Source: an optimization exercise on an open RTL-to-GDS flow (aim: small area, a short achievable clock period and few clock cycles). Production flows keep margins and buffers that such runs may drop.
The RTL was checked by simulation tests, not by an equivalence proof against the original design.

==> inputs of run X <==
## ege_rqcc
module ege_rqcc (
    input  wire         clk,
    input  wire         rst,           
    input  wire         req_valid,
    input  wire         req_agent,     
    input  wire [127:0] req_word,
    output wire         req_ready,
    output wire         rsp_valid,
    output wire [127:0] rsp_word,
    output wire         fault_valid,
    output wire [3:0]   fault_cause,
    output wire         fault_agent,
    output wire [127:0] fault_req
);
    localparam OP_PUSH       = 4'h0;
    localparam OP_POP        = 4'h1;
    localparam OP_ENC_BEGIN  = 4'h2;
    localparam OP_PUSH_CLEAR = 4'h3;
    localparam OP_PUSH_RECT  = 4'h4;
    localparam OP_ENC_SEAL   = 4'h5;
    localparam OP_ENC_SIZE   = 4'h6;
    localparam OP_DECODE     = 4'h7;
    localparam OP_DECODE_N   = 4'h8;
    localparam OP_FB_READ    = 4'h9;
    localparam F_ILLEGAL    = 4'd1;
    localparam F_BAD_UNIT   = 4'd2;
    localparam F_PORT       = 4'd3;
    localparam F_NOT_WRITE  = 4'd5;
    localparam F_OVERFLOW   = 4'd6;
    localparam F_BAD_LENGTH = 4'd7;
    localparam F_FB_INDEX   = 4'd8;
    localparam F_UNWRITTEN  = 4'd9;
    integer i, j;
    reg          ready_q;
    reg          rsp_valid_q;
    reg  [127:0] rsp_q;
    reg          fault_q;
    reg  [3:0]   cause_q;
    reg          fagent_q;
    reg  [31:0]  q_slot [0:5];         
    reg  [2:0]   q_rd   [0:1];
    reg  [2:0]   q_wr   [0:1];
    reg  [1:0]   q_fl;                 
    reg  [1:0]   q_em;                 
    reg  [1023:0] mem;                 
    reg  [6:0]   cursor [0:1];
    reg  [15:0]  c_hot  [0:1];         
    reg  [3:0]   r_hot  [0:1];         
    reg  [6:0]   hw     [0:1];         
    reg  [3:0]   nrec   [0:1];         
  ...
==> flow/config.mk <==
export PLATFORM = sky130hd
export DESIGN_NAME = ege_rqcc
export DESIGN_NICKNAME = ege_rqcc
export VERILOG_FILES = /design/flow/design.v
export SDC_FILE = /design/flow/constraint.sdc
export NUM_CORES = 4
export LEC_CHECK = 0
export CAP_MARGIN = 20
export CORE_MARGIN = 2
export CORE_UTILIZATION = 60
export CTS_BUF_LIST = sky130_fd_sc_hd__clkbuf_4 sky130_fd_sc_hd__clkbuf_8
export SETUP_SLACK_MARGIN = 5
export SLEW_MARGIN = 20
==> flow/constraint.sdc <==
create_clock -name core_clock -period 10.0 [get_ports {clk}]
set_input_delay 2.0000 -clock core_clock [delete_from_list [all_inputs] [get_ports {clk}]]
set_output_delay 2.0000 -clock core_clock [all_outputs]
set_load 0.01 [all_outputs]
standard.sh (not shown) runs the stock make flow with config.mk's settings and CLKGATE_MAP_FILE= SYNTH_SCRIPT=/design/flow/synth_recipe.tcl, a recipe that flattens the netlist after the stock synthesis.
==> flow/flow/run.sh <==
#!/bin/bash
set -euo pipefail
bash standard.sh "BUFFER_PORTS_ARGS=-buffer_cell sky130_fd_sc_hd__buf_2" finish > standard.log 2>&1
==> run M: changes against run X <==
--- a/flow/design.v
+++ b/flow/design.v
@@ -47,10 +47,11 @@
     reg  [15:0]  c_hot  [0:1];         
     reg  [3:0]   r_hot  [0:1];         
     reg  [6:0]   hw     [0:1];         
     reg  [3:0]   nrec   [0:1];         
     reg  [7:0]   rtype  [0:1];         
+    reg  [5:0]   rpos   [0:13];        
     reg  [1:0]   writable;
     reg  [1:0]   room_c;              
     reg  [1:0]   room_r;              
     reg  [511:0] snap;                
     reg  [7:0]   fb_rect;             
@@ -135,23 +136,10 @@
                               : (({32{qr[0]}} & q_slot[0]) | ({32{qr[1]}} & q_slot[1]) | ({32{qr[2]}} & q_slot[2]));
     wire [3:0]   nr      = nrec[ub];
     wire         dec_ff  = (nr > 4'd8);
     wire [3:0]   dec_n   = dec_ff ? 4'd8 : nr;
     wire [7:0]   rt      = rtype[ub];
-    reg  [5:0]   dpos0 [1:7];
-    reg  [5:0]   dpos1 [1:7];
-    reg  [7:0]   pc0, pc1;
-    always @(*) begin
-        pc0 = 8'd0;
-        pc1 = 8'd0;
-        for (i = 1; i < 8; i = i + 1) begin
-            pc0 = pc0 + {7'd0, rtype[0][i - 1]};
-            pc1 = pc1 + {7'd0, rtype[1][i - 1]};
-            dpos0[i] = 6'd5 * i[5:0] + 6'd9 * pc0[5:0];    
-            dpos1[i] = 6'd5 * i[5:0] + 6'd9 * pc1[5:0];
-        end
-    end
     wire [127:0] recv = is_rect ? {16'd0, req_word[127:64], val, layer, 8'h01}
                                 : {88'd0, val, 8'h00};
     wire [3:0]   c_lo = cur[3:0];
     wire [255:0] recv2 = {recv, recv} << (8 * c_lo);
     wire [127:0] lane_w = recv2[255:128];    
@@ -180,28 +168,35 @@
     wire wr_go = accept && is_rec;
     wire         dec_go  = accept && is_dec;
     wire         decn_go = accept && is_decn;    
     wire         cp_go   = dec_go || decn_go;
     wire [2:0]   fi      = val[2:0];
-    reg  [5:0]   fpos;
+    wire         frect   = fb_rect[fi];
+    reg  [5:0]   ep;
+    integer      wi, wj;
+    reg  [15:0]  ewrap [0:8];
+    reg  [5:0]   epos  [0:8];
     always @(*) begin
-        fpos = 6'd0;
-        for (i = 1; i < 8; i = i + 1)
-            if (fi == i)
-                fpos = fb_pos[i];
+        for (wi = 0; wi < 9; wi = wi + 1) begin
+            ep = (wi == 8) ? e_pos[5:0] : (wi == 0) ? 6'd0 : fb_pos[wi];
+            epos[wi] = ep;
+            for (wj = 0; wj < 16; wj = wj + 1)
+                ewrap[wi][wj] = (wj < ep[3:0]);
+        end
     end
-    wire         frect   = fb_rect[fi];
-    wire [5:0]   wp      = e_busy ? e_pos[5:0] : fpos;    
+    wire [3:0]   wsel    = e_busy ? 4'd8 : {1'b0, fi};    
+    wire [5:0]   wpos    = epos[wsel];
+    wire [15:0]  wwrap   = ewrap[wsel];
+    wire [1:0]   wr0     = wpos[5:4];
+    wire [1:0]   wr1     = wpos[5:4] + 2'd1;
+    wire [3:0]   wrot    = wpos[3:0];
     reg  [127:0] sbank;                      
-    reg  [1:0]   rd_row;
     always @(*) begin
-        for (i = 0; i < 16; i = i + 1) begin
-            rd_row = wp[5:4] + ((i[3:0] < wp[3:0]) ? 2'd1 : 2'd0);
-            sbank[8*i +: 8] = snap[8*{rd_row, i[3:0]} +: 8];
-        end
+        for (i = 0; i < 16; i = i + 1)
+            sbank[8*i +: 8] = snap[8*{(wwrap[i] ? wr1 : wr0), i[3:0]} +: 8];
     end
-    wire [255:0] sbank2 = {sbank, sbank} >> (8 * wp[3:0]);
+    wire [255:0] sbank2 = {sbank, sbank} >> (8 * wrot);
     wire [111:0] win    = sbank2[111:0];     
     wire         s_act = e_busy && !fault_q;
     wire [6:0]   e_hw    = (cursor[e_buf] > hw[e_buf]) ? cursor[e_buf] : hw[e_buf];
     wire         k_rect  = k_op[0];
     wire         t_exh   = k_exh;
@@ -268,11 +263,11 @@
         if (cp_go)
             snap[511:128] <= ub ? mem[1023:640] : mem[511:128];
         if (dec_go) begin
             fb_rect <= rt;
             for (j = 1; j < 8; j = j + 1)
-                fb_pos[j] <= ub ? dpos1[j] : dpos0[j];
+                fb_pos[j] <= rpos[7 * ub + j - 1];
         end
         if (s_take) begin
             fb_rect[e_n[2:0]] <= k_rect;
             for (j = 1; j < 8; j = j + 1)
                 if (e_n[2:0] == j)
@@ -358,10 +353,13 @@
                     r_hot[ub]  <= 4'd1 << cur_end[5:4];
                     room_r[ub] <= (cur_end <= 8'd50);
                     nrec[ub]   <= nr + 4'd1;
                     if (!nr[3])
                         rtype[ub][nr[2:0]] <= is_rect;
+                    for (j = 1; j < 8; j = j + 1)
+                        if (nr == j - 1)
+                            rpos[7 * ub + j - 1] <= cur_end[5:0];
                 end
                 if (is_seal)
                     writable[ub] <= 1'b0;
             end
             if (dec_go)
==> flow/flow/run.sh (replaced) <==
#!/bin/bash
set -euo pipefail
bash standard.sh SETUP_SLACK_MARGIN=5.5 "BUFFER_PORTS_ARGS=-buffer_cell sky130_fd_sc_hd__buf_2" finish > standard.log 2>&1
SETUP_SLACK_MARGIN = default   (was 5)
==> run B: changes against run X <==
--- a/flow/design.v
+++ b/flow/design.v
@@ -35,10 +35,14 @@
     reg          rsp_valid_q;
     reg  [127:0] rsp_q;
     reg          fault_q;
     reg  [3:0]   cause_q;
     reg          fagent_q;
+    reg          pf_q;
+    reg  [3:0]   pcause_q;
+    reg          pagent_q;
+    reg  [127:0] lreq_q;               
     reg  [31:0]  q_slot [0:5];         
     reg  [2:0]   q_rd   [0:1];
     reg  [2:0]   q_wr   [0:1];
     reg  [1:0]   q_fl;                 
     reg  [1:0]   q_em;                 
@@ -105,16 +109,12 @@
             OP_FB_READ:    f_port = !req_agent;
             default:       f_port = 1'b0;
         endcase
     end
     wire [6:0]   cur     = cursor[ub];
-    wire [7:0]   c5_0    = {1'b0, cursor[0]} + 8'd5;
-    wire [7:0]   c5_1    = {1'b0, cursor[1]} + 8'd5;
-    wire [7:0]   c14_0   = {1'b0, cursor[0]} + 8'd14;
-    wire [7:0]   c14_1   = {1'b0, cursor[1]} + 8'd14;
-    wire [7:0]   cur_end = is_rect ? (ub ? c14_1 : c14_0) : (ub ? c5_1 : c5_0);
-    wire [1:0]   hw_up   = {cursor[1] > hw[1], cursor[0] > hw[0]};
+    wire [6:0]   rec_sz  = is_rect ? 7'd14 : 7'd5;
+    wire [7:0]   cur_end = {1'b0, cur} + {1'b0, rec_sz};
     wire         f_nwr  = is_rec && !writable[ub];
     wire         f_ovf  = is_rec && !(is_rect ? room_r[ub] : room_c[ub]);
     wire         f_len  = is_decn && (val > 32'd64);
     wire         f_idx  = is_fbr && ((val[31:4] != 28'd0) || (val[3:0] >= fb_count));
     wire [3:0]   f_cause = f_illegal ? F_ILLEGAL    :
@@ -135,21 +135,17 @@
                               : (({32{qr[0]}} & q_slot[0]) | ({32{qr[1]}} & q_slot[1]) | ({32{qr[2]}} & q_slot[2]));
     wire [3:0]   nr      = nrec[ub];
     wire         dec_ff  = (nr > 4'd8);
     wire [3:0]   dec_n   = dec_ff ? 4'd8 : nr;
     wire [7:0]   rt      = rtype[ub];
-    reg  [5:0]   dpos0 [1:7];
-    reg  [5:0]   dpos1 [1:7];
-    reg  [7:0]   pc0, pc1;
+    reg  [5:0]   dpos [1:7];
+    reg  [7:0]   pc8;
     always @(*) begin
-        pc0 = 8'd0;
-        pc1 = 8'd0;
+        pc8 = 8'd0;
         for (i = 1; i < 8; i = i + 1) begin
-            pc0 = pc0 + {7'd0, rtype[0][i - 1]};
-            pc1 = pc1 + {7'd0, rtype[1][i - 1]};
-            dpos0[i] = 6'd5 * i[5:0] + 6'd9 * pc0[5:0];    
-            dpos1[i] = 6'd5 * i[5:0] + 6'd9 * pc1[5:0];
+            pc8 = pc8 + {7'd0, rt[i - 1]};
+            dpos[i] = 6'd5 * i[5:0] + 6'd9 * pc8[5:0];    
         end
     end
     wire [127:0] recv = is_rect ? {16'd0, req_word[127:64], val, layer, 8'h01}
                                 : {88'd0, val, 8'h00};
     wire [3:0]   c_lo = cur[3:0];
@@ -242,13 +238,13 @@
     assign rsp_valid   = rsp_valid_q;
     assign rsp_word    = rsp_q;
     assign fault_valid = fault_q;
     assign fault_cause = cause_q;
     assign fault_agent = fagent_q;
-    assign fault_req   = {128{fault_q}} & snap[127:0];    
+    assign fault_req   = {128{fault_q}} & lreq_q;    
     wire         acc_fault = accept && f_any;
-    wire         fault_n   = fault_q || acc_fault || s_fault;
+    wire         fault_n   = fault_q || acc_fault || pf_q || s_fault;
     wire         busy_n    = decn_go ? 1'b1 : (s_act && s_last) ? 1'b0 : e_busy;
     wire         ready_n   = !fault_n && !busy_n;
     always @(posedge clk) begin
         for (j = 0; j < 128; j = j + 1)
             if (wr_go && (j / 64 == ub) && lane_on[j % 16] && lane_row[j % 16][(j / 16) % 4])
@@ -258,21 +254,16 @@
         for (j = 0; j < 6; j = j + 1)
             if (accept && is_push && !q_full && (j / 3 == ub) && qw[j % 3])
                 q_slot[j] <= val;
     end
     always @(posedge clk) begin
-        if (!fault_q && (acc_fault || s_fault))
-            snap[127:0] <= acc_fault ? req_word
-                         : {64'd0, 25'd0, e_len, 16'd0, 7'd0, e_buf, 4'd0, OP_DECODE_N};
-        else if (cp_go)
-            snap[127:0] <= ub ? mem[639:512] : mem[127:0];
         if (cp_go)
-            snap[511:128] <= ub ? mem[1023:640] : mem[511:128];
+            snap <= ub ? mem[1023:512] : mem[511:0];
         if (dec_go) begin
             fb_rect <= rt;
             for (j = 1; j < 8; j = j + 1)
-                fb_pos[j] <= ub ? dpos1[j] : dpos0[j];
+                fb_pos[j] <= dpos[j];
         end
         if (s_take) begin
             fb_rect[e_n[2:0]] <= k_rect;
             for (j = 1; j < 8; j = j + 1)
                 if (e_n[2:0] == j)
@@ -286,10 +277,11 @@
             rsp_q <= rsp_x;
     end
     always @(posedge clk) begin
         if (rst) begin
             ready_q     <= 1'b1;
+            pf_q        <= 1'b0;
             rsp_valid_q <= 1'b0;
             fault_q     <= 1'b0;
             cause_q     <= 4'd0;
             fagent_q    <= 1'b0;
             q_rd[0]     <= 3'b001;
@@ -315,22 +307,26 @@
             e_busy      <= 1'b0;
         end else begin
             ready_q     <= ready_n;
             rsp_valid_q <= (accept && !f_any && !is_decn) || s_answer;
             e_busy      <= busy_n;
+            pf_q <= acc_fault;
             if (!fault_q) begin
-                if (acc_fault) begin
+                if (pf_q) begin
                     fault_q  <= 1'b1;
-                    cause_q  <= f_cause;
-                    fagent_q <= req_agent;
+                    cause_q  <= pcause_q;
+                    fagent_q <= pagent_q;
                 end else if (s_fault) begin
                     fault_q  <= 1'b1;
                     cause_q  <= F_UNWRITTEN;
                     fagent_q <= 1'b1;
                 end
             end
             if (accept) begin
+                lreq_q   <= req_word;
+                pcause_q <= f_cause;
+                pagent_q <= req_agent;
                 if (is_push && !q_full) begin
                     q_wr[ub] <= qw1;
                     q_em[ub] <= 1'b0;
                     q_fl[ub] <= (qw1 == qr);
                 end
@@ -339,11 +335,11 @@
                     q_fl[ub] <= 1'b0;
                     q_em[ub] <= (qr1 == qw);
                 end
                 if (is_begin) begin
                     cursor[ub]   <= 7'd0;
-                    if (hw_up[ub])
+                    if (cur > hw[ub])
                         hw[ub]   <= cur;
                     writable[ub] <= 1'b1;
                     room_c[ub]   <= 1'b1;
                     room_r[ub]   <= 1'b1;
                     c_hot[ub]    <= 16'd1;
==> run A: changes against run X <==
--- a/flow/design.v
+++ b/flow/design.v
@@ -180,28 +180,35 @@
     wire wr_go = accept && is_rec;
     wire         dec_go  = accept && is_dec;
     wire         decn_go = accept && is_decn;    
     wire         cp_go   = dec_go || decn_go;
     wire [2:0]   fi      = val[2:0];
-    reg  [5:0]   fpos;
+    wire         frect   = fb_rect[fi];
+    reg  [5:0]   ep;
+    integer      wi, wj;
+    reg  [15:0]  ewrap [0:8];
+    reg  [5:0]   epos  [0:8];
     always @(*) begin
-        fpos = 6'd0;
-        for (i = 1; i < 8; i = i + 1)
-            if (fi == i)
-                fpos = fb_pos[i];
+        for (wi = 0; wi < 9; wi = wi + 1) begin
+            ep = (wi == 8) ? e_pos[5:0] : (wi == 0) ? 6'd0 : fb_pos[wi];
+            epos[wi] = ep;
+            for (wj = 0; wj < 16; wj = wj + 1)
+                ewrap[wi][wj] = (wj < ep[3:0]);
+        end
     end
-    wire         frect   = fb_rect[fi];
-    wire [5:0]   wp      = e_busy ? e_pos[5:0] : fpos;    
+    wire [3:0]   wsel    = e_busy ? 4'd8 : {1'b0, fi};    
+    wire [5:0]   wpos    = epos[wsel];
+    wire [15:0]  wwrap   = ewrap[wsel];
+    wire [1:0]   wr0     = wpos[5:4];
+    wire [1:0]   wr1     = wpos[5:4] + 2'd1;
+    wire [3:0]   wrot    = wpos[3:0];
     reg  [127:0] sbank;                      
-    reg  [1:0]   rd_row;
     always @(*) begin
-        for (i = 0; i < 16; i = i + 1) begin
-            rd_row = wp[5:4] + ((i[3:0] < wp[3:0]) ? 2'd1 : 2'd0);
-            sbank[8*i +: 8] = snap[8*{rd_row, i[3:0]} +: 8];
-        end
+        for (i = 0; i < 16; i = i + 1)
+            sbank[8*i +: 8] = snap[8*{(wwrap[i] ? wr1 : wr0), i[3:0]} +: 8];
     end
-    wire [255:0] sbank2 = {sbank, sbank} >> (8 * wp[3:0]);
+    wire [255:0] sbank2 = {sbank, sbank} >> (8 * wrot);
     wire [111:0] win    = sbank2[111:0];     
     wire         s_act = e_busy && !fault_q;
     wire [6:0]   e_hw    = (cursor[e_buf] > hw[e_buf]) ? cursor[e_buf] : hw[e_buf];
     wire         k_rect  = k_op[0];
     wire         t_exh   = k_exh;
CORE_UTILIZATION = 50   (was 60)
==> results.txt <==
	run X	run A	run M	run B
Mux cell area share after synthesis	13.5%	11.0%	11.1%	15.7%
Cell Area, Synth	95800 um^2	99000 um^2	99700 um^2	98500 um^2
Peak fanout along the critical path	68	14	8	5
Filler cell count	10800	16200	10600	11000
Largest clock skew in the final design	0.116 ns	0.112 ns	0.0867 ns	0.0817 ns
Hold endpoint	snap[469]	cause_q[2]	cause_q[2]	fb_pos[1][5]
Routed length per instance	37.0 um	40.0 um	40.0 um	33.4 um
Outcome	complete, no violations	complete, no violations	complete, no violations	complete, no violations
Hold_sp	mem[469]	cause_q[2]	cause_q[2]	fb_pos[1][5]
Share of the synthesized area in compound gates (AO/OA/AOI/OAI)	9.46%	11.8%	10.8%	6.54%
Post-detailed-route via-to-cell ratio	6.93	6.74	7.30	6.53
Largest net degree at the start of global routing	139	150	138	171
Destination of the worst register-to-register timing path	fb_pos[7][5]	fb_pos[7][5]	rsp_q[51]	k_uw5
Depth of the critical timing path with buffers and inverters included	10	10	17	22
Antenna violations before repair	57	61	53	33
Testbench counts of run X, summed over its fixed seeds: cycles 8,638.
Testbench counts of run M, summed over its fixed seeds: cycles 8,638.
Testbench counts of run B, summed over its fixed seeds: cycles 8,638.
Testbench counts of run A, summed over its fixed seeds: cycles 8,638.

==> what the ideal ports hide <==
The results above use ideal ports. As a check the final layouts listed here were re-extracted and re-timed, cells and wires unchanged.
Step 1: set_driving_cell puts a clkbuf_16 on clk and a buf_2 on each other input, an assumption about the parent block.
Step 2 moves the port delays by t, midway between the first and last clock arrival at a register: inputs arrive t later, outputs are due t later. That takes back most of the time a late clock gives input paths.
Three values: no drivers, after step 1, after step 2; two values: the first two.
| run | t, ns | setup WS [ns] | latest minus earliest clock arrival (ns) | pins driven straight from the clock port |
|---|---|---|---|---|
| run X | 1.167 | 4.587 / 4.609 / 3.443 | 0.115 / 0.115 | 1 |
| run M | 1.155 | 4.919 / 4.799 / 3.643 | 0.093 / 0.093 | 1 |
| run B | 1.133 | 4.432 / 4.313 / 3.180 | 0.082 / 0.082 | 1 |
| run A | 1.176 | 4.814 / 4.742 / 3.566 | 0.116 / 0.116 | 1 |
After both steps every run listed still meets setup and hold. For run M, which loses most, drivers alone change the setup slack by -0.120 ns; drivers and shift together by -1.276 ns.
